What follows belongs to an exercise in optimizing a design on an open flow for small area, a short achievable clock period and few clock cycles per item; a production flow would make more cautious choices. In this exercise RTL edits were held to simulation tests only and were not proved equivalent to the original. Power is estimated from default activity; no workload was simulated.

File: flow/config.mk
export PLATFORM = sky130hd
export DESIGN_NAME = ldpc_dec
export DESIGN_NICKNAME = ldpc_dec
export VERILOG_FILES = /design/flow/design.v
export SDC_FILE = /design/flow/constraint.sdc
export NUM_CORES = 8
export LEC_CHECK = 0
export CAP_MARGIN = 40
export CORE_MARGIN = 2
export CORE_UTILIZATION = 50
export PLACE_DENSITY = 0.65
export SLEW_MARGIN = 40
File: flow/standard.sh
#!/bin/bash
# synth_recipe.tcl (not shown) runs the flow's synth.tcl, then flattens the netlist and writes it again
# the make line also repeats each setting of config.mk as NAME=value (left out here)
make -C /OpenROAD-flow-scripts/flow DESIGN_CONFIG=/design/flow/config.mk WORK_HOME=/design/flow/orfs CLKGATE_MAP_FILE= SYNTH_SCRIPT=/design/flow/synth_recipe.tcl "${@:-finish}"
File: flow/flow/run.sh
#!/bin/bash
set -euo pipefail
bash standard.sh SETUP_SLACK_MARGIN=14 finish > run_standard.log 2>&1
File: flow/design.v
module ldpc_dec (
    input  wire        clk,
    input  wire        rst,
    input  wire        in_valid,
    output wire        in_ready,
    input  wire [31:0] in_llr,
    input  wire [7:0]  cfg_max_iter,
    input  wire        cfg_early_stop,
    output reg         out_valid,
    input  wire        out_ready,
    output reg  [31:0] out_msg,
    output reg  [7:0]  out_iter,
    output reg         out_pass
);
    localparam Z = 4, DEG = 7;
    reg  [447:0] lv;           
    reg  [575:0] rring;        
    reg  [223:0] bufr;         
    reg  [3:0]   bcnt;         
    reg          bufful;       
    reg          active;       
    reg          first;        
    reg  [5:0]   row;          
    reg  [5:0]   np;           
    reg  [7:0]   iter;         
    reg  [7:0]   max_iter;
    reg          early_stop;
    wire [DEG*Z*8-1:0] lin;
    wire [DEG*Z*8-1:0] lnew;
    wire [95:0]        rnew;
    wire [31:0]        hd;
    wire [3:0]         fc;              
    wire acc     = in_valid && in_ready;
    wire ld_l    = acc && bcnt[3:0] >= 4'd7;            
    wire recv    = !bufful && bcnt >= 4'd7;             
    wire rdy     = !first || !recv ||
                   (row[0] && bcnt >= 4'd7) || (row[1] && bcnt >= 4'd8) ||
                   (row[2] && bcnt >= 4'd9) || (row[3] && bcnt >= 4'd10) ||
                   (row[4] && bcnt >= 4'd11);
    wire due     = |(row & np);                         
    wire chk     = active && due && row[0] && !first;   
    reg  [15:0]  crc;
    integer k;
    always @* begin
        crc = 16'd0;
        for (k = 0; k < 32; k = k + 1)
            crc = {crc[14:0], 1'b0} ^ ((crc[15] ^ hd[k]) ? 16'h1021 : 16'h0000);
    end
    wire crc_ok  = (crc == 16'd0);
    wire done    = chk && ((early_stop && crc_ok) || iter == max_iter);
    wire finish  = done && !out_valid;
    wire commit  = active && due && rdy && !done;
    wire start   = bufful && (!active || finish);
    assign in_ready = !bufful || !active;
    always @(posedge clk) begin
        if (rst) begin
            bcnt      <= 4'd0;
            bufful    <= 1'b0;
            active    <= 1'b0;
            out_valid <= 1'b0;
        end else begin
            if (acc) begin
                bcnt <= (bcnt == 4'd11) ? 4'd0 : bcnt + 4'd1;
                if (bcnt == 4'd6) bufful <= 1'b1;
            end
            if (start) bufful <= 1'b0;
            if (start) active <= 1'b1;
            else if (finish) active <= 1'b0;
            if (finish) out_valid <= 1'b1;
            else if (out_ready) out_valid <= 1'b0;
        end
    end
    always @(posedge clk) begin
        if (acc && bcnt == 4'd11) begin
            max_iter   <= cfg_max_iter;
            early_stop <= cfg_early_stop;
        end
        if (start) begin
            row   <= 6'b000001;
            np    <= 6'b000001;
            iter  <= 8'd0;
            first <= 1'b1;
        end else begin
            row <= {row[4:0], row[5]};
            if (commit) begin
                np <= {np[4:0], np[5]};
                if (row[5]) begin
                    iter  <= iter + 8'd1;
                    first <= 1'b0;
                end
            end
        end
        rring <= {commit ? rnew : rring[95:0], rring[575:96]};
        if (finish) begin
            out_msg  <= hd;
            out_iter <= iter;
            out_pass <= crc_ok;
        end
    end
    genvar gb;
    generate
        for (gb = 0; gb < 7; gb = gb + 1) begin : g_buf
            always @(posedge clk)
                if (acc && bcnt == gb) bufr[gb*32 +: 32] <= in_llr;
        end
    endgenerate
    genvar gz;
    generate
        for (gz = 0; gz < Z; gz = gz + 1) begin : g_chk
            wire [55:0] li, lo;
            genvar gt;
            for (gt = 0; gt < DEG; gt = gt + 1) begin : g_s
                assign li[8*gt +: 8] = lin[(gt*Z+gz)*8 +: 8];
                assign lnew[(gt*Z+gz)*8 +: 8] = lo[8*gt +: 8];
            end
            ldpc_cn u_cn (.lin(li), .re(rring[24*gz +: 24]), .first(fc[gz]),
                          .lnew(lo), .rnew(rnew[24*gz +: 24]));
        end
    endgenerate
    reg [5:0] rs0;
    reg       fs0;
    always @(posedge clk) begin
        rs0 <= start ? 6'b000001 : {rs0[4:0], rs0[5]};
        if (start) fs0 <= 1'b1;
        else if (commit && rs0[5]) fs0 <= 1'b0;
    end
    reg [5:0] rs1;
    reg       fs1;
    always @(posedge clk) begin
        rs1 <= start ? 6'b000001 : {rs1[4:0], rs1[5]};
        if (start) fs1 <= 1'b1;
        else if (commit && rs1[5]) fs1 <= 1'b0;
    end
    reg [5:0] rs2;
    reg       fs2;
    always @(posedge clk) begin
        rs2 <= start ? 6'b000001 : {rs2[4:0], rs2[5]};
        if (start) fs2 <= 1'b1;
        else if (commit && rs2[5]) fs2 <= 1'b0;
    end
    reg [5:0] rs3;
    reg       fs3;
    always @(posedge clk) begin
        rs3 <= start ? 6'b000001 : {rs3[4:0], rs3[5]};
        if (start) fs3 <= 1'b1;
        else if (commit && rs3[5]) fs3 <= 1'b0;
    end
    reg [5:0] rs4;
    reg       fs4;
    always @(posedge clk) begin
        rs4 <= start ? 6'b000001 : {rs4[4:0], rs4[5]};
        if (start) fs4 <= 1'b1;
        else if (commit && rs4[5]) fs4 <= 1'b0;
    end
    reg [5:0] rs5;
    reg       fs5;
    always @(posedge clk) begin
        rs5 <= start ? 6'b000001 : {rs5[4:0], rs5[5]};
        if (start) fs5 <= 1'b1;
        else if (commit && rs5[5]) fs5 <= 1'b0;
    end
    reg [5:0] rs6;
    reg       fs6;
    always @(posedge clk) begin
        rs6 <= start ? 6'b000001 : {rs6[4:0], rs6[5]};
        if (start) fs6 <= 1'b1;
        else if (commit && rs6[5]) fs6 <= 1'b0;
    end
    assign lin[7:0] = ({8{rs0[0] | rs0[4] | rs0[5]}} & lv[47:40])
        | ({8{rs0[1] | rs0[3]}} & lv[55:48])
        | ({8{rs0[2]}} & lv[199:192]);
    assign lin[15:8] = ({8{rs0[0] | rs0[4] | rs0[5]}} & lv[55:48])
        | ({8{rs0[1] | rs0[3]}} & lv[63:56])
        | ({8{rs0[2]}} & lv[207:200]);
    assign lin[23:16] = ({8{rs0[0] | rs0[4] | rs0[5]}} & lv[63:56])
        | ({8{rs0[1] | rs0[3]}} & lv[39:32])
        | ({8{rs0[2]}} & lv[215:208]);
    assign lin[31:24] = ({8{rs0[0] | rs0[4] | rs0[5]}} & lv[39:32])
        | ({8{rs0[1] | rs0[3]}} & lv[47:40])
        | ({8{rs0[2]}} & lv[223:216]);
    assign lin[39:32] = ({8{rs1[0] | rs1[3] | rs1[5]}} & lv[207:200])
        | ({8{rs1[1] | rs1[2]}} & lv[319:312])
        | ({8{rs1[4]}} & lv[159:152]);
    assign lin[47:40] = ({8{rs1[0] | rs1[3] | rs1[5]}} & lv[215:208])
        | ({8{rs1[1] | rs1[2]}} & lv[295:288])
        | ({8{rs1[4]}} & lv[135:128]);
    assign lin[55:48] = ({8{rs1[0] | rs1[3] | rs1[5]}} & lv[223:216])
        | ({8{rs1[1] | rs1[2]}} & lv[303:296])
        | ({8{rs1[4]}} & lv[143:136]);
    assign lin[63:56] = ({8{rs1[0] | rs1[3] | rs1[5]}} & lv[199:192])
        | ({8{rs1[1] | rs1[2]}} & lv[311:304])
        | ({8{rs1[4]}} & lv[151:144]);
    assign lin[71:64] = ({8{rs2[0] | rs2[2] | rs2[5]}} & lv[71:64])
        | ({8{rs2[1]}} & lv[191:184])
        | ({8{rs2[3] | rs2[4]}} & lv[375:368]);
    assign lin[79:72] = ({8{rs2[0] | rs2[2] | rs2[5]}} & lv[79:72])
        | ({8{rs2[1]}} & lv[167:160])
        | ({8{rs2[3] | rs2[4]}} & lv[383:376]);
    assign lin[87:80] = ({8{rs2[0] | rs2[2] | rs2[5]}} & lv[87:80])
        | ({8{rs2[1]}} & lv[175:168])
        | ({8{rs2[3] | rs2[4]}} & lv[359:352]);
    assign lin[95:88] = ({8{rs2[0] | rs2[2] | rs2[5]}} & lv[95:88])
        | ({8{rs2[1]}} & lv[183:176])
        | ({8{rs2[3] | rs2[4]}} & lv[367:360]);
    assign lin[103:96] = ({8{rs3[0] | rs3[1] | rs3[2] | rs3[4]}} & lv[7:0])
        | ({8{rs3[3]}} & lv[79:72])
        | ({8{rs3[5]}} & lv[15:8]);
    assign lin[111:104] = ({8{rs3[0] | rs3[1] | rs3[2] | rs3[4]}} & lv[15:8])
        | ({8{rs3[3]}} & lv[87:80])
        | ({8{rs3[5]}} & lv[23:16]);
    assign lin[119:112] = ({8{rs3[0] | rs3[1] | rs3[2] | rs3[4]}} & lv[23:16])
        | ({8{rs3[3]}} & lv[95:88])
        | ({8{rs3[5]}} & lv[31:24]);
    assign lin[127:120] = ({8{rs3[0] | rs3[1] | rs3[2] | rs3[4]}} & lv[31:24])
        | ({8{rs3[3]}} & lv[71:64])
        | ({8{rs3[5]}} & lv[7:0]);
    assign lin[135:128] = ({8{rs4[0] | rs4[1]}} & lv[287:280])
        | ({8{rs4[2] | rs4[3]}} & lv[327:320])
        | ({8{rs4[4] | rs4[5]}} & lv[415:408]);
    assign lin[143:136] = ({8{rs4[0] | rs4[1]}} & lv[263:256])
        | ({8{rs4[2] | rs4[3]}} & lv[335:328])
        | ({8{rs4[4] | rs4[5]}} & lv[391:384]);
    assign lin[151:144] = ({8{rs4[0] | rs4[1]}} & lv[271:264])
        | ({8{rs4[2] | rs4[3]}} & lv[343:336])
        | ({8{rs4[4] | rs4[5]}} & lv[399:392]);
    assign lin[159:152] = ({8{rs4[0] | rs4[1]}} & lv[279:272])
        | ({8{rs4[2] | rs4[3]}} & lv[351:344])
        | ({8{rs4[4] | rs4[5]}} & lv[407:400]);
    assign lin[167:160] = ({8{rs5[0] | rs5[1] | rs5[3]}} & lv[103:96])
        | ({8{rs5[2] | rs5[4]}} & lv[191:184])
        | ({8{rs5[5]}} & lv[431:424]);
    assign lin[175:168] = ({8{rs5[0] | rs5[1] | rs5[3]}} & lv[111:104])
        | ({8{rs5[2] | rs5[4]}} & lv[167:160])
        | ({8{rs5[5]}} & lv[439:432]);
    assign lin[183:176] = ({8{rs5[0] | rs5[1] | rs5[3]}} & lv[119:112])
        | ({8{rs5[2] | rs5[4]}} & lv[175:168])
        | ({8{rs5[5]}} & lv[447:440]);
    assign lin[191:184] = ({8{rs5[0] | rs5[1] | rs5[3]}} & lv[127:120])
        | ({8{rs5[2] | rs5[4]}} & lv[183:176])
        | ({8{rs5[5]}} & lv[423:416]);
    assign lin[199:192] = ({8{rs6[0] | rs6[2]}} & lv[143:136])
        | ({8{rs6[1] | rs6[4]}} & lv[247:240])
        | ({8{rs6[3] | rs6[5]}} & lv[255:248]);
    assign lin[207:200] = ({8{rs6[0] | rs6[2]}} & lv[151:144])
        | ({8{rs6[1] | rs6[4]}} & lv[255:248])
        | ({8{rs6[3] | rs6[5]}} & lv[231:224]);
    assign lin[215:208] = ({8{rs6[0] | rs6[2]}} & lv[159:152])
        | ({8{rs6[1] | rs6[4]}} & lv[231:224])
        | ({8{rs6[3] | rs6[5]}} & lv[239:232]);
    assign lin[223:216] = ({8{rs6[0] | rs6[2]}} & lv[135:128])
        | ({8{rs6[1] | rs6[4]}} & lv[239:232])
        | ({8{rs6[3] | rs6[5]}} & lv[247:240]);
    assign hd = {lv[255], lv[247], lv[239], lv[231], lv[215], lv[207], lv[199], lv[223], lv[175], lv[167], lv[191], lv[183], lv[159], lv[151], lv[143], lv[135], lv[127], lv[119], lv[111], lv[103], lv[71], lv[95], lv[87], lv[79], lv[55], lv[47], lv[39], lv[63], lv[23], lv[15], lv[7], lv[31]};
    always @(posedge clk) begin
        if (start) lv[7:0] <= 8'd0;
        else if (commit && (row[0] || row[1] || row[2] || row[4] || row[5])) lv[7:0] <= lnew[127:120];
        if (start) lv[15:8] <= 8'd0;
        else if (commit && (row[0] || row[1] || row[2] || row[4] || row[5])) lv[15:8] <= lnew[103:96];
        if (start) lv[23:16] <= 8'd0;
        else if (commit && (row[0] || row[1] || row[2] || row[4] || row[5])) lv[23:16] <= lnew[111:104];
        if (start) lv[31:24] <= 8'd0;
        else if (commit && (row[0] || row[1] || row[2] || row[4] || row[5])) lv[31:24] <= lnew[119:112];
        if (start) lv[39:32] <= 8'd0;
        else if (commit && (row[0] || row[5])) lv[39:32] <= lnew[23:16];
        else if (commit && (row[1] || row[3] || row[4])) lv[39:32] <= lnew[31:24];
        if (start) lv[47:40] <= 8'd0;
        else if (commit && (row[0] || row[5])) lv[47:40] <= lnew[31:24];
        else if (commit && (row[1] || row[3] || row[4])) lv[47:40] <= lnew[7:0];
        if (start) lv[55:48] <= 8'd0;
        else if (commit && (row[0] || row[5])) lv[55:48] <= lnew[7:0];
        else if (commit && (row[1] || row[3] || row[4])) lv[55:48] <= lnew[15:8];
        if (start) lv[63:56] <= 8'd0;
        else if (commit && (row[0] || row[5])) lv[63:56] <= lnew[15:8];
        else if (commit && (row[1] || row[3] || row[4])) lv[63:56] <= lnew[23:16];
        if (start) lv[71:64] <= bufr[31:24];
        else if (commit && (row[0] || row[2] || row[5])) lv[71:64] <= lnew[87:80];
        else if (commit && (row[3])) lv[71:64] <= lnew[111:104];
        if (start) lv[79:72] <= bufr[7:0];
        else if (commit && (row[0] || row[2] || row[5])) lv[79:72] <= lnew[95:88];
        else if (commit && (row[3])) lv[79:72] <= lnew[119:112];
        if (start) lv[87:80] <= bufr[15:8];
        else if (commit && (row[0] || row[2] || row[5])) lv[87:80] <= lnew[71:64];
        else if (commit && (row[3])) lv[87:80] <= lnew[127:120];
        if (start) lv[95:88] <= bufr[23:16];
        else if (commit && (row[0] || row[2] || row[5])) lv[95:88] <= lnew[79:72];
        else if (commit && (row[3])) lv[95:88] <= lnew[103:96];
        if (start) lv[103:96] <= bufr[39:32];
        else if (commit && (row[0] || row[1])) lv[103:96] <= lnew[191:184];
        else if (commit && (row[3])) lv[103:96] <= lnew[183:176];
        if (start) lv[111:104] <= bufr[47:40];
        else if (commit && (row[0] || row[1])) lv[111:104] <= lnew[167:160];
        else if (commit && (row[3])) lv[111:104] <= lnew[191:184];
        if (start) lv[119:112] <= bufr[55:48];
        else if (commit && (row[0] || row[1])) lv[119:112] <= lnew[175:168];
        else if (commit && (row[3])) lv[119:112] <= lnew[167:160];
        if (start) lv[127:120] <= bufr[63:56];
        else if (commit && (row[0] || row[1])) lv[127:120] <= lnew[183:176];
        else if (commit && (row[3])) lv[127:120] <= lnew[175:168];
        if (start) lv[135:128] <= bufr[71:64];
        else if (commit && (row[0] || row[2])) lv[135:128] <= lnew[199:192];
        else if (commit && (row[4])) lv[135:128] <= lnew[63:56];
        if (start) lv[143:136] <= bufr[79:72];
        else if (commit && (row[0] || row[2])) lv[143:136] <= lnew[207:200];
        else if (commit && (row[4])) lv[143:136] <= lnew[39:32];
        if (start) lv[151:144] <= bufr[87:80];
        else if (commit && (row[0] || row[2])) lv[151:144] <= lnew[215:208];
        else if (commit && (row[4])) lv[151:144] <= lnew[47:40];
        if (start) lv[159:152] <= bufr[95:88];
        else if (commit && (row[0] || row[2])) lv[159:152] <= lnew[223:216];
        else if (commit && (row[4])) lv[159:152] <= lnew[55:48];
        if (start) lv[167:160] <= bufr[119:112];
        else if (commit && (row[1])) lv[167:160] <= lnew[95:88];
        else if (commit && (row[2] || row[4])) lv[167:160] <= lnew[167:160];
        if (start) lv[175:168] <= bufr[127:120];
        else if (commit && (row[1])) lv[175:168] <= lnew[71:64];
        else if (commit && (row[2] || row[4])) lv[175:168] <= lnew[175:168];
        if (start) lv[183:176] <= bufr[103:96];
        else if (commit && (row[1])) lv[183:176] <= lnew[79:72];
        else if (commit && (row[2] || row[4])) lv[183:176] <= lnew[183:176];
        if (start) lv[191:184] <= bufr[111:104];
        else if (commit && (row[1])) lv[191:184] <= lnew[87:80];
        else if (commit && (row[2] || row[4])) lv[191:184] <= lnew[191:184];
        if (start) lv[199:192] <= bufr[143:136];
        else if (commit && (row[0] || row[3] || row[5])) lv[199:192] <= lnew[55:48];
        else if (commit && (row[2])) lv[199:192] <= lnew[31:24];
        if (start) lv[207:200] <= bufr[151:144];
        else if (commit && (row[0] || row[3] || row[5])) lv[207:200] <= lnew[63:56];
        else if (commit && (row[2])) lv[207:200] <= lnew[7:0];
        if (start) lv[215:208] <= bufr[159:152];
        else if (commit && (row[0] || row[3] || row[5])) lv[215:208] <= lnew[39:32];
        else if (commit && (row[2])) lv[215:208] <= lnew[15:8];
        if (start) lv[223:216] <= bufr[135:128];
        else if (commit && (row[0] || row[3] || row[5])) lv[223:216] <= lnew[47:40];
        else if (commit && (row[2])) lv[223:216] <= lnew[23:16];
        if (start) lv[231:224] <= bufr[167:160];
        else if (commit && (row[1])) lv[231:224] <= lnew[199:192];
        else if (commit && (row[3] || row[4] || row[5])) lv[231:224] <= lnew[215:208];
        if (start) lv[239:232] <= bufr[175:168];
        else if (commit && (row[1])) lv[239:232] <= lnew[207:200];
        else if (commit && (row[3] || row[4] || row[5])) lv[239:232] <= lnew[223:216];
        if (start) lv[247:240] <= bufr[183:176];
        else if (commit && (row[1])) lv[247:240] <= lnew[215:208];
        else if (commit && (row[3] || row[4] || row[5])) lv[247:240] <= lnew[199:192];
        if (start) lv[255:248] <= bufr[191:184];
        else if (commit && (row[1])) lv[255:248] <= lnew[223:216];
        else if (commit && (row[3] || row[4] || row[5])) lv[255:248] <= lnew[207:200];
        if (start) lv[263:256] <= bufr[207:200];
        else if (commit && (row[0] || row[1])) lv[263:256] <= lnew[143:136];
        if (start) lv[271:264] <= bufr[215:208];
        else if (commit && (row[0] || row[1])) lv[271:264] <= lnew[151:144];
        if (start) lv[279:272] <= bufr[223:216];
        else if (commit && (row[0] || row[1])) lv[279:272] <= lnew[159:152];
        if (start) lv[287:280] <= bufr[199:192];
        else if (commit && (row[0] || row[1])) lv[287:280] <= lnew[135:128];
        if (ld_l && bcnt == 4'd7) lv[295:288] <= in_llr[15:8];
        else if (commit && (row[1] || row[2])) lv[295:288] <= lnew[47:40];
        if (ld_l && bcnt == 4'd7) lv[303:296] <= in_llr[23:16];
        else if (commit && (row[1] || row[2])) lv[303:296] <= lnew[55:48];
        if (ld_l && bcnt == 4'd7) lv[311:304] <= in_llr[31:24];
        else if (commit && (row[1] || row[2])) lv[311:304] <= lnew[63:56];
        if (ld_l && bcnt == 4'd7) lv[319:312] <= in_llr[7:0];
        else if (commit && (row[1] || row[2])) lv[319:312] <= lnew[39:32];
        if (ld_l && bcnt == 4'd8) lv[327:320] <= in_llr[7:0];
        else if (commit && (row[2] || row[3])) lv[327:320] <= lnew[135:128];
        if (ld_l && bcnt == 4'd8) lv[335:328] <= in_llr[15:8];
        else if (commit && (row[2] || row[3])) lv[335:328] <= lnew[143:136];
        if (ld_l && bcnt == 4'd8) lv[343:336] <= in_llr[23:16];
        else if (commit && (row[2] || row[3])) lv[343:336] <= lnew[151:144];
        if (ld_l && bcnt == 4'd8) lv[351:344] <= in_llr[31:24];
        else if (commit && (row[2] || row[3])) lv[351:344] <= lnew[159:152];
        if (ld_l && bcnt == 4'd9) lv[359:352] <= in_llr[23:16];
        else if (commit && (row[3] || row[4])) lv[359:352] <= lnew[87:80];
        if (ld_l && bcnt == 4'd9) lv[367:360] <= in_llr[31:24];
        else if (commit && (row[3] || row[4])) lv[367:360] <= lnew[95:88];
        if (ld_l && bcnt == 4'd9) lv[375:368] <= in_llr[7:0];
        else if (commit && (row[3] || row[4])) lv[375:368] <= lnew[71:64];
        if (ld_l && bcnt == 4'd9) lv[383:376] <= in_llr[15:8];
        else if (commit && (row[3] || row[4])) lv[383:376] <= lnew[79:72];
        if (ld_l && bcnt == 4'd10) lv[391:384] <= in_llr[15:8];
        else if (commit && (row[4] || row[5])) lv[391:384] <= lnew[143:136];
        if (ld_l && bcnt == 4'd10) lv[399:392] <= in_llr[23:16];
        else if (commit && (row[4] || row[5])) lv[399:392] <= lnew[151:144];
        if (ld_l && bcnt == 4'd10) lv[407:400] <= in_llr[31:24];
        else if (commit && (row[4] || row[5])) lv[407:400] <= lnew[159:152];
        if (ld_l && bcnt == 4'd10) lv[415:408] <= in_llr[7:0];
        else if (commit && (row[4] || row[5])) lv[415:408] <= lnew[135:128];
        if (ld_l && bcnt == 4'd11) lv[423:416] <= in_llr[31:24];
        else if (commit && (row[5])) lv[423:416] <= lnew[191:184];
        if (ld_l && bcnt == 4'd11) lv[431:424] <= in_llr[7:0];
        else if (commit && (row[5])) lv[431:424] <= lnew[167:160];
        if (ld_l && bcnt == 4'd11) lv[439:432] <= in_llr[15:8];
        else if (commit && (row[5])) lv[439:432] <= lnew[175:168];
        if (ld_l && bcnt == 4'd11) lv[447:440] <= in_llr[23:16];
        else if (commit && (row[5])) lv[447:440] <= lnew[183:176];
    end
    assign fc = {fs3, fs2, fs1, fs0};
endmodule
module ldpc_cn (
    input  wire [55:0] lin,      
    input  wire [23:0] re,       
    input  wire        first,    
    output wire [55:0] lnew,
    output wire [23:0] rnew
);
    wire [6:0] mag1 = first ? 7'd0 : re[6:0];
    wire [6:0] mag2 = first ? 7'd0 : re[13:7];
    wire [2:0] ridx = re[16:14];
    wire [6:0] rsgn = re[23:17];
    reg  [7:0] q   [0:6];    
    reg  [7:0] key [0:6];    
    reg  [6:0] fq  [0:6];    
    reg  [6:0] s;
    reg  [6:0] bt [0:6];     
    reg  [6:0] ismin, issec;
    reg  [6:0] fm1, fm2, fm;
    reg        par;
    reg  [7:0] ln [0:6];
    reg  [6:0] sg;
    reg  [2:0] nidx;
    reg  [6:0] m;
    reg  [8:0] d, b, f9;
    reg  [9:0] d0;
    integer t, u, v;
    always @* begin
        for (t = 0; t < 7; t = t + 1) begin
            m  = (ridx == t) ? mag2 : mag1;
            b  = {2'b00, m} ^ {9{~rsgn[t]}};
            d0 = {lin[8*t+7], lin[8*t +: 8], 1'b1} + {b, ~rsgn[t]};
            d  = d0[9:1];
            if (!d[8] && d[7])                           q[t] = 8'h7f;
            else if (d[8] && (!d[7] || d[7:0] == 8'h80)) q[t] = 8'h81;
            else                                         q[t] = d[7:0];
            s[t]   = q[t][7];
            key[t] = {q[t][6:0] ^ {7{s[t]}}, s[t]};
            f9     = ({2'b00, key[t][7:1]} + {1'b0, key[t][7:1], 1'b0} + {7'd0, s[t], s[t]}) >> 2;
            fq[t]  = f9[6:0];
        end
        par = ^s;
        for (u = 0; u < 7; u = u + 1)
            for (v = 0; v < 7; v = v + 1)
                if (u == v)     bt[u][v] = 1'b1;
                else if (u < v) bt[u][v] = key[u] <= key[v];
                else            bt[u][v] = !(key[v] <= key[u]);
        for (u = 0; u < 7; u = u + 1)
            ismin[u] = &bt[u];
        for (u = 0; u < 7; u = u + 1)
            issec[u] = !ismin[u] && &(bt[u] | ismin);
        fm1 = 7'd0; fm2 = 7'd0; nidx = 3'd0;
        for (u = 0; u < 7; u = u + 1) begin
            fm1 = fm1 | ({7{ismin[u]}} & fq[u]);
            fm2 = fm2 | ({7{issec[u]}} & fq[u]);
            nidx = nidx | ({3{ismin[u]}} & u[2:0]);
        end
        for (t = 0; t < 7; t = t + 1) begin
            fm    = ismin[t] ? fm2 : fm1;
            sg[t] = par ^ s[t];
            b  = {2'b00, fm} ^ {9{sg[t]}};
            d0 = {q[t][7], q[t], 1'b1} + {b, sg[t]};
            d  = d0[9:1];
            if (!d[8] && d[7])                           ln[t] = 8'h7f;
            else if (d[8] && (!d[7] || d[7:0] == 8'h80)) ln[t] = 8'h81;
            else                                         ln[t] = d[7:0];
        end
    end
    genvar g;
    generate for (g = 0; g < 7; g = g + 1) begin : g_o
        assign lnew[8*g +: 8] = ln[g];
    end endgenerate
    assign rnew = {sg, nidx, fm2, fm1};
endmodule
File: flow/constraint.sdc
create_clock -name core_clock -period 25.0 [get_ports {clk}]
set_input_delay 5.0000 -clock core_clock [delete_from_list [all_inputs] [get_ports {clk}]]
set_output_delay 5.0000 -clock core_clock [all_outputs]
set_load 0.01 [all_outputs]
==> results of run 1 <==
## layout by cell type (no fill, tap or decap), types with 63 or more instances in the layout
master           instances
a211oi_1                74
a21o_1                 189
a21oi_1                976
a21oi_2                 78
a222oi_1               226
a22oi_1                 93
a31oi_1                 78
and2_1                 107
and3_1                  91
buf_4                  744
clkbuf_16              167
clkdlybuf4s50_1         80
dfxtp_1                690
edfxtp_1               658
ha_1                  1344
ha_4                    63
inv_1                  680
maj3_1                  63
mux2i_1                339
nand2_1               1012
nand2b_1               125
nand3_1                182
nand4_1                209
nor2_1                1156
nor2b_1                219
nor3_1                 255
o211ai_1               139
o21a_1                 194
o21ai_0                558
o21ai_1                 78
o21bai_1                79
or2_2                   74
xnor2_1                732
xor2_1                 214
## state kept, by name, summed over array words and instances (netlist names), 4 cells and up
name	cells
rring	576
lv	448
bufr	224
out_msg	32
iter	8
max_iter	8
out_iter	8
np	6
row	6
rs0	6
rs1	6
rs2	6
rs3	6
rs4	6
rs5	6
rs6	6
bcnt	4
## synthesized netlist by cell type, drive strengths merged, types with 293 or more instances
library cell | n | share of area [%]
nand2 | 1039 | 3.3
nor3 | 293 | 1.3
dfxtp | 714 | 12
o21ai | 687 | 3.0
mux2i | 378 | 3.3
ha | 1433 | 15
clkbuf | 495 | 1.6
a21oi | 1073 | 4.6
xnor2 | 779 | 5.9
inv | 732 | 2.4
nor2 | 1208 | 3.9
edfxtp | 658 | 17
## power breakdown
| group | switching [mW] | total, mW | leakage [nW] | internal [mW] |
|---|---|---|---|---|
| Clock | 1.06 | 2.48 | 2.66 | 1.42 |
| Sequential | 0.00630 | 2.56 | 11.8 | 2.55 |
| Combinational | 5.10 | 8.01 | 46.1 | 2.91 |
## through the flow
step | setup WS (ns) | power, mW
global placement | 10.78 | 8.99
detailed placement | 11.28 | 9.14
CTS | 13.99 | 12.1
finish | 13.98 | 13.1
floorplan | 14.04 | 6.80
global route | 13.89 | 13.5
## worst max-delay path, delay by kind of cell (launching register included)
family                     cells  cell delay (ns)
AOI/OAI and AO/OA             15             4.00
and+or+nand+nor               14             2.63
adders and majority gates      5             2.26
buffers and inverters          8             1.48
DFF                            1             0.32
## what timing repair did
action,CTS,global route
pin swaps,140,273
gates cloned,1,7
gates resized for setup,598,659
setup endpoints to repair,448,424
hold buffers,0,0
setup buffers,177,294
hold endpoints to repair,0,0
## layout make-up
type | instances | area [sq um]
Fill cell | 20300 | 94600
Inverter | 744 | 2950
Tap cell | 3043 | 3810
Sequential cell | 1372 | 34100
Clock inverter | 90 | 1220
Timing Repair Buffer | 952 | 7960
Clock buffer | 198 | 4290
Antenna cell | 62 | 155
Multi-Input combinational cell | 10700 | 83000
## path summary, 6_finish.rpt
kind                                          from                  to  slack (ns)  cells past startpoint
worst max register to register   rs1[0]$_SDFF_PP1_   lv[196]$_DFFE_PP_       13.98                     42
worst max-delay path             rs1[0]$_SDFF_PP1_   lv[196]$_DFFE_PP_       13.98                     42
worst min register to register  rring[510]$_DFF_P_  rring[414]$_DFF_P_        0.32                      0
worst min-delay path            rring[510]$_DFF_P_  rring[414]$_DFF_P_        0.32                      0
## logic make-up (layout without fill, tap and decap cells)
logic type | after synthesis | in the layout
other cells | 0 | 62
mux | 434 | 434
buf+inv | 1356 | 1984
flops | 1372 | 1372
xor+xnor | 1015 | 1015
compound gates | 3732 | 3732
fa+ha+maj | 1541 | 1541
simple gates | 3998 | 4000
## layer usage
layer  vias to the layer above  share of wire [%]  GRT usage [%]
li1                      50800                  -              -
met1                     56200                 38           54.7
met2                      7999                 41           64.2
met3                      2150                 13           13.6
met4                        22                7.7           26.9
met5                         -              0.030              0
==> impl_metrics.json, run 1 <==
{
  "layout_min_cycle_time_ns": 11.02,
  "max_stage_delay_ns": 0.81,
  "coreArea_sq_um": 232000,
  "grtUsageTotal_pct": 43.3,
  "die_area_sq_um": 237000,
  "slew_headroom_pct": 33.6,
  "insertion_delay_ns": 0.87,
  "numCtsBuffers": 154,
  "vdd_ir_drop_max_v": 0.0000765,
  "critPathLaunchType": "flip-flop",
  "synth.cell_area_sq_um": 116000,
  "cts_tree": "yes",
  "path_clk_slew_ns": 0.06,
  "drive_gt1_share_pct": 16.4,
  "drt_iter0_markers": 17500,
  "synth_ff_type": "dfxtp_1",
  "min_path_type": "flip-flop to flip-flop",
  "htreeDepth": 4,
  "crit_path_end_kind": "flip-flop",
  "dpl-instance-area_sq_um": 122000,
  "drt_wl_total_um": 545000,
  "yosysWarnings": 7,
  "synth_edf_count": 658,
  "grt_max_degree": 95,
  "initial_core_util_pct": 50.2,
  "arrival_ns": 11.60,
  "io_buffers": 87,
  "worstSetupPathType": "flip-flop to flip-flop",
  "crit_path_frequent_cell": "buf_4",
  "syn_to_final_growth_pct": 18.0,
  "yosysSeqAreaShare_pct": 29.2,
  "status": "finished clean",
  "rsz0062_at_grt": "true",
  "synth-simple-area-share_pct": 16.7,
  "synthAdderAreaFrac_pct": 16.6,
  "die_y_um": 487,
  "place_inst": 16300,
  "grt_pass1_wl_um": 753000,
  "p_leak_nw": 60.6,
  "nNetsFinal": 15500,
  "syn_avg_cell_area_sq_um": 8.66,
  "cts.sinks": 1372,
  "setup_tns_ns": 0,
  "vias": 117000,
  "muxShareOfSynthArea_pct": 3.79,
  "synth_compound_area_share_pct": 21.6,
  "cp.required_ns": 25.58,
  "post-route-util_pct": 59.2,
  "slowest_stage": "maj3_1",
  "drt-vias-per-instance": 6.82,
  "cts_root_buffer": "clkbuf_16",
  "synth_cell_types": 127,
  "ant_nets": 0,
  "hold_violations": 0,
  "max-cap-violations": 0,
  "design_area_sq_um": 137000,
  "ys_ff_latch": 1372,
  "final_cell_count_no_fill": 17200,
  "final-setup-viol-count": 0,
  "routabilityCongestion": 1.05,
  "async_reset_ff_share_pct": 0,
  "grt_overflow_total": 0,
  "cp_max_fo": 16,
  "fmax_ghz": 0.0908,
  "die_w_um": 487,
  "ios": 88,
  "synthXorXnorAreaFrac_pct": 7.66,
  "period_share_pct": 44.1,
  "clockBufferDepth": 3,
  "timing.hold.ws_ns": 0.315,
  "finClkSkew_ns": 0.0558,
  "wl_per_cell_um": 31.7,
  "grt_pass1_vias": 108000,
  "rows": 177,
  "powerDensity_nw_per_um2": 94.9,
  "firstDrtPassIters": 15,
  "worst_pin_slew_ns": 0.996,
  "drc": 0,
  "synth_nets": 15000,
  "antenna_found_initial": 43,
  "synth_top_family_by_area": "compound AO/OA/AOI/OAI gates",
  "slew_violations": 0,
  "postSynthCellCount": 13400,
  "hpwl_um": 412000
}
Testbench counts, summed over its fixed seeds: cycles 7,800, codewords 384.
==> inputs of run 2 (changes only) <==
--- a/flow/design.v
+++ b/flow/design.v
@@ -113,143 +113,159 @@
                 assign li[8*gt +: 8] = lin[(gt*Z+gz)*8 +: 8];
                 assign lnew[(gt*Z+gz)*8 +: 8] = lo[8*gt +: 8];
             end
-            ldpc_cn u_cn (.lin(li), .re(rring[24*gz +: 24]), .first(fc[gz]),
+            ldpc_cn u_cn (.lin(li), .re(rring[24*gz +: 24]), .roh(hoh[7*gz +: 7]), .first(fc[gz]),
                           .lnew(lo), .rnew(rnew[24*gz +: 24]));
         end
     endgenerate
-    reg [5:0] rs0;
     reg       fs0;
-    always @(posedge clk) begin
-        rs0 <= start ? 6'b000001 : {rs0[4:0], rs0[5]};
+    always @(posedge clk)
         if (start) fs0 <= 1'b1;
-        else if (commit && rs0[5]) fs0 <= 1'b0;
-    end
-    reg [5:0] rs1;
+        else if (commit && row[5]) fs0 <= 1'b0;
     reg       fs1;
-    always @(posedge clk) begin
-        rs1 <= start ? 6'b000001 : {rs1[4:0], rs1[5]};
+    always @(posedge clk)
         if (start) fs1 <= 1'b1;
-        else if (commit && rs1[5]) fs1 <= 1'b0;
-    end
-    reg [5:0] rs2;
+        else if (commit && row[5]) fs1 <= 1'b0;
     reg       fs2;
-    always @(posedge clk) begin
-        rs2 <= start ? 6'b000001 : {rs2[4:0], rs2[5]};
+    always @(posedge clk)
         if (start) fs2 <= 1'b1;
-        else if (commit && rs2[5]) fs2 <= 1'b0;
-    end
-    reg [5:0] rs3;
+        else if (commit && row[5]) fs2 <= 1'b0;
     reg       fs3;
-    always @(posedge clk) begin
-        rs3 <= start ? 6'b000001 : {rs3[4:0], rs3[5]};
+    always @(posedge clk)
         if (start) fs3 <= 1'b1;
-        else if (commit && rs3[5]) fs3 <= 1'b0;
-    end
-    reg [5:0] rs4;
-    reg       fs4;
-    always @(posedge clk) begin
-        rs4 <= start ? 6'b000001 : {rs4[4:0], rs4[5]};
-        if (start) fs4 <= 1'b1;
-        else if (commit && rs4[5]) fs4 <= 1'b0;
-    end
-    reg [5:0] rs5;
-    reg       fs5;
-    always @(posedge clk) begin
-        rs5 <= start ? 6'b000001 : {rs5[4:0], rs5[5]};
-        if (start) fs5 <= 1'b1;
-        else if (commit && rs5[5]) fs5 <= 1'b0;
-    end
-    reg [5:0] rs6;
-    reg       fs6;
-    always @(posedge clk) begin
-        rs6 <= start ? 6'b000001 : {rs6[4:0], rs6[5]};
-        if (start) fs6 <= 1'b1;
-        else if (commit && rs6[5]) fs6 <= 1'b0;
-    end
-    assign lin[7:0] = ({8{rs0[0] | rs0[4] | rs0[5]}} & lv[47:40])
-        | ({8{rs0[1] | rs0[3]}} & lv[55:48])
-        | ({8{rs0[2]}} & lv[199:192]);
-    assign lin[15:8] = ({8{rs0[0] | rs0[4] | rs0[5]}} & lv[55:48])
-        | ({8{rs0[1] | rs0[3]}} & lv[63:56])
-        | ({8{rs0[2]}} & lv[207:200]);
-    assign lin[23:16] = ({8{rs0[0] | rs0[4] | rs0[5]}} & lv[63:56])
-        | ({8{rs0[1] | rs0[3]}} & lv[39:32])
-        | ({8{rs0[2]}} & lv[215:208]);
-    assign lin[31:24] = ({8{rs0[0] | rs0[4] | rs0[5]}} & lv[39:32])
-        | ({8{rs0[1] | rs0[3]}} & lv[47:40])
-        | ({8{rs0[2]}} & lv[223:216]);
-    assign lin[39:32] = ({8{rs1[0] | rs1[3] | rs1[5]}} & lv[207:200])
-        | ({8{rs1[1] | rs1[2]}} & lv[319:312])
-        | ({8{rs1[4]}} & lv[159:152]);
-    assign lin[47:40] = ({8{rs1[0] | rs1[3] | rs1[5]}} & lv[215:208])
-        | ({8{rs1[1] | rs1[2]}} & lv[295:288])
-        | ({8{rs1[4]}} & lv[135:128]);
-    assign lin[55:48] = ({8{rs1[0] | rs1[3] | rs1[5]}} & lv[223:216])
-        | ({8{rs1[1] | rs1[2]}} & lv[303:296])
-        | ({8{rs1[4]}} & lv[143:136]);
-    assign lin[63:56] = ({8{rs1[0] | rs1[3] | rs1[5]}} & lv[199:192])
-        | ({8{rs1[1] | rs1[2]}} & lv[311:304])
-        | ({8{rs1[4]}} & lv[151:144]);
-    assign lin[71:64] = ({8{rs2[0] | rs2[2] | rs2[5]}} & lv[71:64])
-        | ({8{rs2[1]}} & lv[191:184])
-        | ({8{rs2[3] | rs2[4]}} & lv[375:368]);
-    assign lin[79:72] = ({8{rs2[0] | rs2[2] | rs2[5]}} & lv[79:72])
-        | ({8{rs2[1]}} & lv[167:160])
-        | ({8{rs2[3] | rs2[4]}} & lv[383:376]);
-    assign lin[87:80] = ({8{rs2[0] | rs2[2] | rs2[5]}} & lv[87:80])
-        | ({8{rs2[1]}} & lv[175:168])
-        | ({8{rs2[3] | rs2[4]}} & lv[359:352]);
-    assign lin[95:88] = ({8{rs2[0] | rs2[2] | rs2[5]}} & lv[95:88])
-        | ({8{rs2[1]}} & lv[183:176])
-        | ({8{rs2[3] | rs2[4]}} & lv[367:360]);
-    assign lin[103:96] = ({8{rs3[0] | rs3[1] | rs3[2] | rs3[4]}} & lv[7:0])
-        | ({8{rs3[3]}} & lv[79:72])
-        | ({8{rs3[5]}} & lv[15:8]);
-    assign lin[111:104] = ({8{rs3[0] | rs3[1] | rs3[2] | rs3[4]}} & lv[15:8])
-        | ({8{rs3[3]}} & lv[87:80])
-        | ({8{rs3[5]}} & lv[23:16]);
-    assign lin[119:112] = ({8{rs3[0] | rs3[1] | rs3[2] | rs3[4]}} & lv[23:16])
-        | ({8{rs3[3]}} & lv[95:88])
-        | ({8{rs3[5]}} & lv[31:24]);
-    assign lin[127:120] = ({8{rs3[0] | rs3[1] | rs3[2] | rs3[4]}} & lv[31:24])
-        | ({8{rs3[3]}} & lv[71:64])
-        | ({8{rs3[5]}} & lv[7:0]);
-    assign lin[135:128] = ({8{rs4[0] | rs4[1]}} & lv[287:280])
-        | ({8{rs4[2] | rs4[3]}} & lv[327:320])
-        | ({8{rs4[4] | rs4[5]}} & lv[415:408]);
-    assign lin[143:136] = ({8{rs4[0] | rs4[1]}} & lv[263:256])
-        | ({8{rs4[2] | rs4[3]}} & lv[335:328])
-        | ({8{rs4[4] | rs4[5]}} & lv[391:384]);
-    assign lin[151:144] = ({8{rs4[0] | rs4[1]}} & lv[271:264])
-        | ({8{rs4[2] | rs4[3]}} & lv[343:336])
-        | ({8{rs4[4] | rs4[5]}} & lv[399:392]);
-    assign lin[159:152] = ({8{rs4[0] | rs4[1]}} & lv[279:272])
-        | ({8{rs4[2] | rs4[3]}} & lv[351:344])
-        | ({8{rs4[4] | rs4[5]}} & lv[407:400]);
-    assign lin[167:160] = ({8{rs5[0] | rs5[1] | rs5[3]}} & lv[103:96])
-        | ({8{rs5[2] | rs5[4]}} & lv[191:184])
-        | ({8{rs5[5]}} & lv[431:424]);
-    assign lin[175:168] = ({8{rs5[0] | rs5[1] | rs5[3]}} & lv[111:104])
-        | ({8{rs5[2] | rs5[4]}} & lv[167:160])
-        | ({8{rs5[5]}} & lv[439:432]);
-    assign lin[183:176] = ({8{rs5[0] | rs5[1] | rs5[3]}} & lv[119:112])
-        | ({8{rs5[2] | rs5[4]}} & lv[175:168])
-        | ({8{rs5[5]}} & lv[447:440]);
-    assign lin[191:184] = ({8{rs5[0] | rs5[1] | rs5[3]}} & lv[127:120])
-        | ({8{rs5[2] | rs5[4]}} & lv[183:176])
-        | ({8{rs5[5]}} & lv[423:416]);
-    assign lin[199:192] = ({8{rs6[0] | rs6[2]}} & lv[143:136])
-        | ({8{rs6[1] | rs6[4]}} & lv[247:240])
-        | ({8{rs6[3] | rs6[5]}} & lv[255:248]);
-    assign lin[207:200] = ({8{rs6[0] | rs6[2]}} & lv[151:144])
-        | ({8{rs6[1] | rs6[4]}} & lv[255:248])
-        | ({8{rs6[3] | rs6[5]}} & lv[231:224]);
-    assign lin[215:208] = ({8{rs6[0] | rs6[2]}} & lv[159:152])
-        | ({8{rs6[1] | rs6[4]}} & lv[231:224])
-        | ({8{rs6[3] | rs6[5]}} & lv[239:232]);
-    assign lin[223:216] = ({8{rs6[0] | rs6[2]}} & lv[135:128])
-        | ({8{rs6[1] | rs6[4]}} & lv[239:232])
-        | ({8{rs6[3] | rs6[5]}} & lv[247:240]);
+        else if (commit && row[5]) fs3 <= 1'b0;
+    wire [5:0] nrow = start ? 6'b000001 : {row[4:0], row[5]};    
+    reg  [27:0] hoh;
+    integer hz, ht;
+    always @(posedge clk)
+        for (hz = 0; hz < 4; hz = hz + 1)
+            for (ht = 0; ht < 7; ht = ht + 1)
+                hoh[7*hz+ht] <= rring[96+24*hz+14 +: 3] == ht;
+    reg sel0_0;
+    always @(posedge clk) sel0_0 <= |(nrow & 6'b110001);
+    reg sel0_1;
+    always @(posedge clk) sel0_1 <= |(nrow & 6'b001010);
+    reg sel0_2;
+    always @(posedge clk) sel0_2 <= |(nrow & 6'b000100);
+    reg sel1_0;
+    always @(posedge clk) sel1_0 <= |(nrow & 6'b101001);
+    reg sel1_1;
+    always @(posedge clk) sel1_1 <= |(nrow & 6'b000110);
+    reg sel1_2;
+    always @(posedge clk) sel1_2 <= |(nrow & 6'b010000);
+    reg sel2_0;
+    always @(posedge clk) sel2_0 <= |(nrow & 6'b100101);
+    reg sel2_1;
+    always @(posedge clk) sel2_1 <= |(nrow & 6'b000010);
+    reg sel2_2;
+    always @(posedge clk) sel2_2 <= |(nrow & 6'b011000);
+    reg sel3_0;
+    always @(posedge clk) sel3_0 <= |(nrow & 6'b010111);
+    reg sel3_1;
+    always @(posedge clk) sel3_1 <= |(nrow & 6'b001000);
+    reg sel3_2;
+    always @(posedge clk) sel3_2 <= |(nrow & 6'b100000);
+    reg sel4_0;
+    always @(posedge clk) sel4_0 <= |(nrow & 6'b000011);
+    reg sel4_1;
+    always @(posedge clk) sel4_1 <= |(nrow & 6'b001100);
+    reg sel4_2;
+    always @(posedge clk) sel4_2 <= |(nrow & 6'b110000);
+    reg sel5_0;
+    always @(posedge clk) sel5_0 <= |(nrow & 6'b001011);
+    reg sel5_1;
+    always @(posedge clk) sel5_1 <= |(nrow & 6'b010100);
+    reg sel5_2;
+    always @(posedge clk) sel5_2 <= |(nrow & 6'b100000);
+    reg sel6_0;
+    always @(posedge clk) sel6_0 <= |(nrow & 6'b000101);
+    reg sel6_1;
+    always @(posedge clk) sel6_1 <= |(nrow & 6'b010010);
+    reg sel6_2;
+    always @(posedge clk) sel6_2 <= |(nrow & 6'b101000);
+    assign lin[7:0] = ({8{sel0_0}} & lv[47:40])
+        | ({8{sel0_1}} & lv[55:48])
+        | ({8{sel0_2}} & lv[199:192]);
+    assign lin[15:8] = ({8{sel0_0}} & lv[55:48])
+        | ({8{sel0_1}} & lv[63:56])
+        | ({8{sel0_2}} & lv[207:200]);
+    assign lin[23:16] = ({8{sel0_0}} & lv[63:56])
+        | ({8{sel0_1}} & lv[39:32])
+        | ({8{sel0_2}} & lv[215:208]);
+    assign lin[31:24] = ({8{sel0_0}} & lv[39:32])
+        | ({8{sel0_1}} & lv[47:40])
+        | ({8{sel0_2}} & lv[223:216]);
+    assign lin[39:32] = ({8{sel1_0}} & lv[207:200])
+        | ({8{sel1_1}} & lv[319:312])
+        | ({8{sel1_2}} & lv[159:152]);
+    assign lin[47:40] = ({8{sel1_0}} & lv[215:208])
+        | ({8{sel1_1}} & lv[295:288])
+        | ({8{sel1_2}} & lv[135:128]);
+    assign lin[55:48] = ({8{sel1_0}} & lv[223:216])
+        | ({8{sel1_1}} & lv[303:296])
+        | ({8{sel1_2}} & lv[143:136]);
+    assign lin[63:56] = ({8{sel1_0}} & lv[199:192])
+        | ({8{sel1_1}} & lv[311:304])
+        | ({8{sel1_2}} & lv[151:144]);
+    assign lin[71:64] = ({8{sel2_0}} & lv[71:64])
+        | ({8{sel2_1}} & lv[191:184])
+        | ({8{sel2_2}} & lv[375:368]);
+    assign lin[79:72] = ({8{sel2_0}} & lv[79:72])
+        | ({8{sel2_1}} & lv[167:160])
+        | ({8{sel2_2}} & lv[383:376]);
+    assign lin[87:80] = ({8{sel2_0}} & lv[87:80])
+        | ({8{sel2_1}} & lv[175:168])
+        | ({8{sel2_2}} & lv[359:352]);
+    assign lin[95:88] = ({8{sel2_0}} & lv[95:88])
+        | ({8{sel2_1}} & lv[183:176])
+        | ({8{sel2_2}} & lv[367:360]);
+    assign lin[103:96] = ({8{sel3_0}} & lv[7:0])
+        | ({8{sel3_1}} & lv[79:72])
+        | ({8{sel3_2}} & lv[15:8]);
+    assign lin[111:104] = ({8{sel3_0}} & lv[15:8])
+        | ({8{sel3_1}} & lv[87:80])
+        | ({8{sel3_2}} & lv[23:16]);
+    assign lin[119:112] = ({8{sel3_0}} & lv[23:16])
+        | ({8{sel3_1}} & lv[95:88])
+        | ({8{sel3_2}} & lv[31:24]);
+    assign lin[127:120] = ({8{sel3_0}} & lv[31:24])
+        | ({8{sel3_1}} & lv[71:64])
+        | ({8{sel3_2}} & lv[7:0]);
+    assign lin[135:128] = ({8{sel4_0}} & lv[287:280])
+        | ({8{sel4_1}} & lv[327:320])
+        | ({8{sel4_2}} & lv[415:408]);
+    assign lin[143:136] = ({8{sel4_0}} & lv[263:256])
+        | ({8{sel4_1}} & lv[335:328])
+        | ({8{sel4_2}} & lv[391:384]);
+    assign lin[151:144] = ({8{sel4_0}} & lv[271:264])
+        | ({8{sel4_1}} & lv[343:336])
+        | ({8{sel4_2}} & lv[399:392]);
+    assign lin[159:152] = ({8{sel4_0}} & lv[279:272])
+        | ({8{sel4_1}} & lv[351:344])
+        | ({8{sel4_2}} & lv[407:400]);
+    assign lin[167:160] = ({8{sel5_0}} & lv[103:96])
+        | ({8{sel5_1}} & lv[191:184])
+        | ({8{sel5_2}} & lv[431:424]);
+    assign lin[175:168] = ({8{sel5_0}} & lv[111:104])
+        | ({8{sel5_1}} & lv[167:160])
+        | ({8{sel5_2}} & lv[439:432]);
+    assign lin[183:176] = ({8{sel5_0}} & lv[119:112])
+        | ({8{sel5_1}} & lv[175:168])
+        | ({8{sel5_2}} & lv[447:440]);
+    assign lin[191:184] = ({8{sel5_0}} & lv[127:120])
+        | ({8{sel5_1}} & lv[183:176])
+        | ({8{sel5_2}} & lv[423:416]);
+    assign lin[199:192] = ({8{sel6_0}} & lv[143:136])
+        | ({8{sel6_1}} & lv[247:240])
+        | ({8{sel6_2}} & lv[255:248]);
+    assign lin[207:200] = ({8{sel6_0}} & lv[151:144])
+        | ({8{sel6_1}} & lv[255:248])
+        | ({8{sel6_2}} & lv[231:224]);
+    assign lin[215:208] = ({8{sel6_0}} & lv[159:152])
+        | ({8{sel6_1}} & lv[231:224])
+        | ({8{sel6_2}} & lv[239:232]);
+    assign lin[223:216] = ({8{sel6_0}} & lv[135:128])
+        | ({8{sel6_1}} & lv[239:232])
+        | ({8{sel6_2}} & lv[247:240]);
     assign hd = {lv[255], lv[247], lv[239], lv[231], lv[215], lv[207], lv[199], lv[223], lv[175], lv[167], lv[191], lv[183], lv[159], lv[151], lv[143], lv[135], lv[127], lv[119], lv[111], lv[103], lv[71], lv[95], lv[87], lv[79], lv[55], lv[47], lv[39], lv[63], lv[23], lv[15], lv[7], lv[31]};
     always @(posedge clk) begin
         if (start) lv[7:0] <= 8'd0;
@@ -398,6 +414,7 @@
 module ldpc_cn (
     input  wire [55:0] lin,      
     input  wire [23:0] re,       
+    input  wire [6:0]  roh,      
     input  wire        first,    
     output wire [55:0] lnew,
     output wire [23:0] rnew
@@ -406,6 +423,12 @@
     wire [6:0] mag2 = first ? 7'd0 : re[13:7];
     wire [2:0] ridx = re[16:14];
     wire [6:0] rsgn = re[23:17];
+    function [7:0] sat8(input [8:0] d);
+        begin
+            if (d[8] != d[7]) sat8 = d[8] ? 8'h81 : 8'h7f;
+            else              sat8 = {d[7:1], d[0] | (d[8] & ~|d[6:1])};
+        end
+    endfunction
     reg  [7:0] q   [0:6];    
     reg  [7:0] key [0:6];    
     reg  [6:0] fq  [0:6];    
@@ -423,13 +446,11 @@
     integer t, u, v;
     always @* begin
         for (t = 0; t < 7; t = t + 1) begin
-            m  = (ridx == t) ? mag2 : mag1;
+            m  = roh[t] ? mag2 : mag1;
             b  = {2'b00, m} ^ {9{~rsgn[t]}};
             d0 = {lin[8*t+7], lin[8*t +: 8], 1'b1} + {b, ~rsgn[t]};
             d  = d0[9:1];
-            if (!d[8] && d[7])                           q[t] = 8'h7f;
-            else if (d[8] && (!d[7] || d[7:0] == 8'h80)) q[t] = 8'h81;
-            else                                         q[t] = d[7:0];
+            q[t] = sat8(d);
             s[t]   = q[t][7];
             key[t] = {q[t][6:0] ^ {7{s[t]}}, s[t]};
             f9     = ({2'b00, key[t][7:1]} + {1'b0, key[t][7:1], 1'b0} + {7'd0, s[t], s[t]}) >> 2;
@@ -457,9 +478,7 @@
             b  = {2'b00, fm} ^ {9{sg[t]}};
             d0 = {q[t][7], q[t], 1'b1} + {b, sg[t]};
             d  = d0[9:1];
-            if (!d[8] && d[7])                           ln[t] = 8'h7f;
-            else if (d[8] && (!d[7] || d[7:0] == 8'h80)) ln[t] = 8'h81;
-            else                                         ln[t] = d[7:0];
+            ln[t] = sat8(d);
         end
     end
     genvar g;
==> impl_metrics.json, run 2 <==
{
  "layout_min_cycle_time_ns": 11.01,
  "worst_pin_slew_ns": 1.04,
  "slew_headroom_pct": 30.4,
  "grt_pass1_wl_um": 702000,
  "syn_avg_cell_area_sq_um": 9.02,
  "grt_overflow_total": 0,
  "yosysSeqAreaShare_pct": 30.1,
  "finClkSkew_ns": 0.0529,
  "clockBufferDepth": 3,
  "path_clk_slew_ns": 0.07,
  "max_stage_delay_ns": 0.54,
  "regMostFlops": "rring",
  "crit_path_frequent_cell": "a21oi_1",
  "synth_edf_count": 658,
  "largest_register_ffs": 576,
  "syn_to_final_growth_pct": 17.4,
  "insertion_delay_ns": 0.86,
  "synth.cell_area_sq_um": 113000,
  "drc": 0,
  "ant_nets": 0,
  "arrival_ns": 11.61,
  "numCtsBuffers": 153,
  "critPathLaunchType": "flip-flop",
  "die_y_um": 479,
  "period_share_pct": 44.1,
  "vias": 107000,
  "cp_max_fo": 36,
  "status": "finished clean",
  "final_cell_mix": "ha_1, nor2_1, a21oi_1, inv_1, xnor2_1",
  "synth_nets": 14000,
  "drt_wl_total_um": 502000,
  "htreeDepth": 4,
  "routabilityCongestion": 1.04,
  "setup_tns_ns": 0,
  "drt_iter0_markers": 15500,
  "grt_max_degree": 160,
  "ios": 88,
  "coreArea_sq_um": 224000,
  "vdd_ir_drop_max_v": 0.0000721,
  "rows": 174,
  "rsz0062_at_grt": "true",
  "synth_cell_types": 116,
  "ys_ff_latch": 1369,
  "drive_gt1_share_pct": 16.4,
  "synth.area.top_cells": "edfxtp_1, ha_1, dfxtp_1",
  "final-setup-viol-count": 0,
  "powerDensity_nw_per_um2": 72.6,
  "yosysMostFrequentCell": "ha_1",
  "io_buffers": 87,
  "die_area_sq_um": 229000,
  "initial_core_util_pct": 50.2,
  "num-fill-cells": 19500,
  "top_regs": "rring: 576 flops, lv: 448 flops, bufr: 224 flops",
  "synth_top_area_cell": "edfxtp_1",
  "slowest_stage": "a222oi_1",
  "cp.required_ns": 25.60,
  "antenna_found_initial": 44,
  "fmax_ghz": 0.0908,
  "cts_tree": "yes",
  "synth_ff_type": "dfxtp_1",
  "min_path_type": "flip-flop to flip-flop",
  "p_leak_nw": 60.5,
  "grt_pass1_vias": 99600,
  "crit_path_end_kind": "flip-flop",
  "grtUsageTotal_pct": 41.7,
  "nNetsFinal": 14500,
  "postSynthCellCount": 12500,
  "drt-vias-per-instance": 6.64,
  "final_common_cell": "ha_1",
  "max-cap-violations": 0,
  "slew_violations": 0,
  "yosysWarnings": 7,
  "hpwl_um": 378000,
  "async_reset_ff_share_pct": 0,
  "wl_per_cell_um": 31.1,
  "synth_top_area_share_pct": 17.5,
  "totalPowerFinal_mw": 9.61,
  "firstDrtPassIters": 15,
  "cts.sinks": 1369,
  "die_w_um": 479,
  "yosys-top-cells-count": "ha_1, nor2_1, a21oi_1, xnor2_1, inv_1",
  "hold_violations": 0,
  "ctsHoldBuffers": 0,
  "worstSetupPathType": "flip-flop to flip-flop",
  "cts_root_buffer": "clkbuf_16"
}
-- run 2: final cells by class --
| class | instances | area (sq um) | share of cell area (%) |
|---|---|---|---|
| Sequential cell | 1369 | 34000 | 25.7 |
| Antenna cell | 35 | 87.6 | 0.0662 |
| Clock buffer | 214 | 4320 | 3.27 |
| Clock inverter | 70 | 826 | 0.624 |
| Inverter | 857 | 3350 | 2.53 |
| Multi-Input combinational cell | 9770 | 78900 | 59.6 |
| Timing Repair Buffer | 836 | 7090 | 5.36 |
| Tap cell | 2992 | 3740 | 2.83 |
-- run 2: worst max-delay path, delay by kind of cell, from the launching register on --
family / cells / cell delay (ns)
buffers and inverters: 5 / 1.03
AO/OA/AOI/OAI: 20 / 4.70
AND/OR/NAND/NOR: 7 / 1.56
flip-flops: 1 / 0.43
multiplexers: 1 / 0.15
adder cells (fa/ha/maj): 5 / 1.91
XOR/XNOR: 4 / 0.89
-- run 2: final timing paths --
| path | startpoint | to | slack, ns | cells after the start |
|---|---|---|---|---|
| setup reg to reg | row[4]$_DFF_P_ | lv[124]$_DFFE_PP_ | 13.99 | 42 |
| hold / removal | rring[206]$_DFF_P_ | rring[110]$_DFF_P_ | 0.30 | 0 |
| hold reg to reg | rring[206]$_DFF_P_ | rring[110]$_DFF_P_ | 0.30 | 0 |
| setup / recovery | row[4]$_DFF_P_ | lv[124]$_DFFE_PP_ | 13.99 | 42 |
-- run 2: stage by stage --
stage               cell area [sq um]  instances  hold WS, ns  setup WS [ns]  utilization, %
floorplan                      114000      12500        0.310          14.00               -
global placement               118000      15400        0.310          11.05            52.8
global route                   132000      16100        0.307          13.86            59.0
finish                         132000      16100        0.302          13.99            59.0
detailed placement             119000      15400        0.312          11.23            53.0
CTS                            129000      15900        0.314          14.00            57.3
-- run 2: cell families (layout without fill, tap and decap cells) --
group,count (synthesis),in the layout,synth area share (%)
buffers and inverters,1366,1977,4.65
AND/OR/NAND/NOR,3216,3216,13.9
adder cells (fa/ha/maj),1572,1572,17.6
flip-flops,1369,1369,30.1
other,0,35,0
multiplexers,513,513,4.70
AO/OA/AOI/OAI,3326,3327,20.0
XOR/XNOR,1142,1142,8.97
-- run 2: power breakdown --
| group | internal (mW) | total, mW | switching, mW |
|---|---|---|---|
| Sequential | 2.46 | 2.46 | 0.00387 |
| Clock | 1.31 | 2.34 | 1.03 |
| Combinational | 1.77 | 4.81 | 3.04 |
-- run 2: per-layer routing --
layer | routed length (um) | share of wire [%] | vias up | GRT usage [%]
li1 | - | - | 47000 | -
met4 | 33700 | 6.7 | 24 | 22.6
met5 | 466 | 0.093 | - | 0.932
met1 | 195000 | 39 | 51600 | 54.6
met2 | 211000 | 42 | 6995 | 62.2
met3 | 61900 | 12 | 1578 | 11.4
-- run 2: timing repair --
item,CTS,global route
pin swaps,119,175
buffers inserted,220,182
endpoints found under the setup margin,448,419
resized for setup,572,470
cloned,4,2
Testbench counts of run 2, summed over its fixed seeds: cycles 7,800, codewords 384.

[afterwards: timing with drivers on the ports]
How much do the figures lean on ideal ports? The routed layouts below were timed once more, with nothing changed but the port constraints. Step 1 sets driving cells, clkbuf_16 on the clock port and buf_2 on the other inputs (assumed; they add their load-dependent delay and slew). Step 2 adds t to the input delays and takes it off the output delays; t is the mean of the earliest and latest rising clock arrival at the registers after step 1. Input paths then give back, and output paths get back, about the clock's delay inside the block. Three values: ideal, step 1, step 2; two values: the first two.
| run | shift t [ns] | slack for setup (ns) | pins driven straight from the clock port |
|---|---|---|---|
| run 1 | 0.955 | 13.985 / 13.985 / 13.985 | 1 |
| run 2 | 0.948 | 13.987 / 13.987 / 13.987 | 1 |
After both steps every run listed still meets setup and hold.
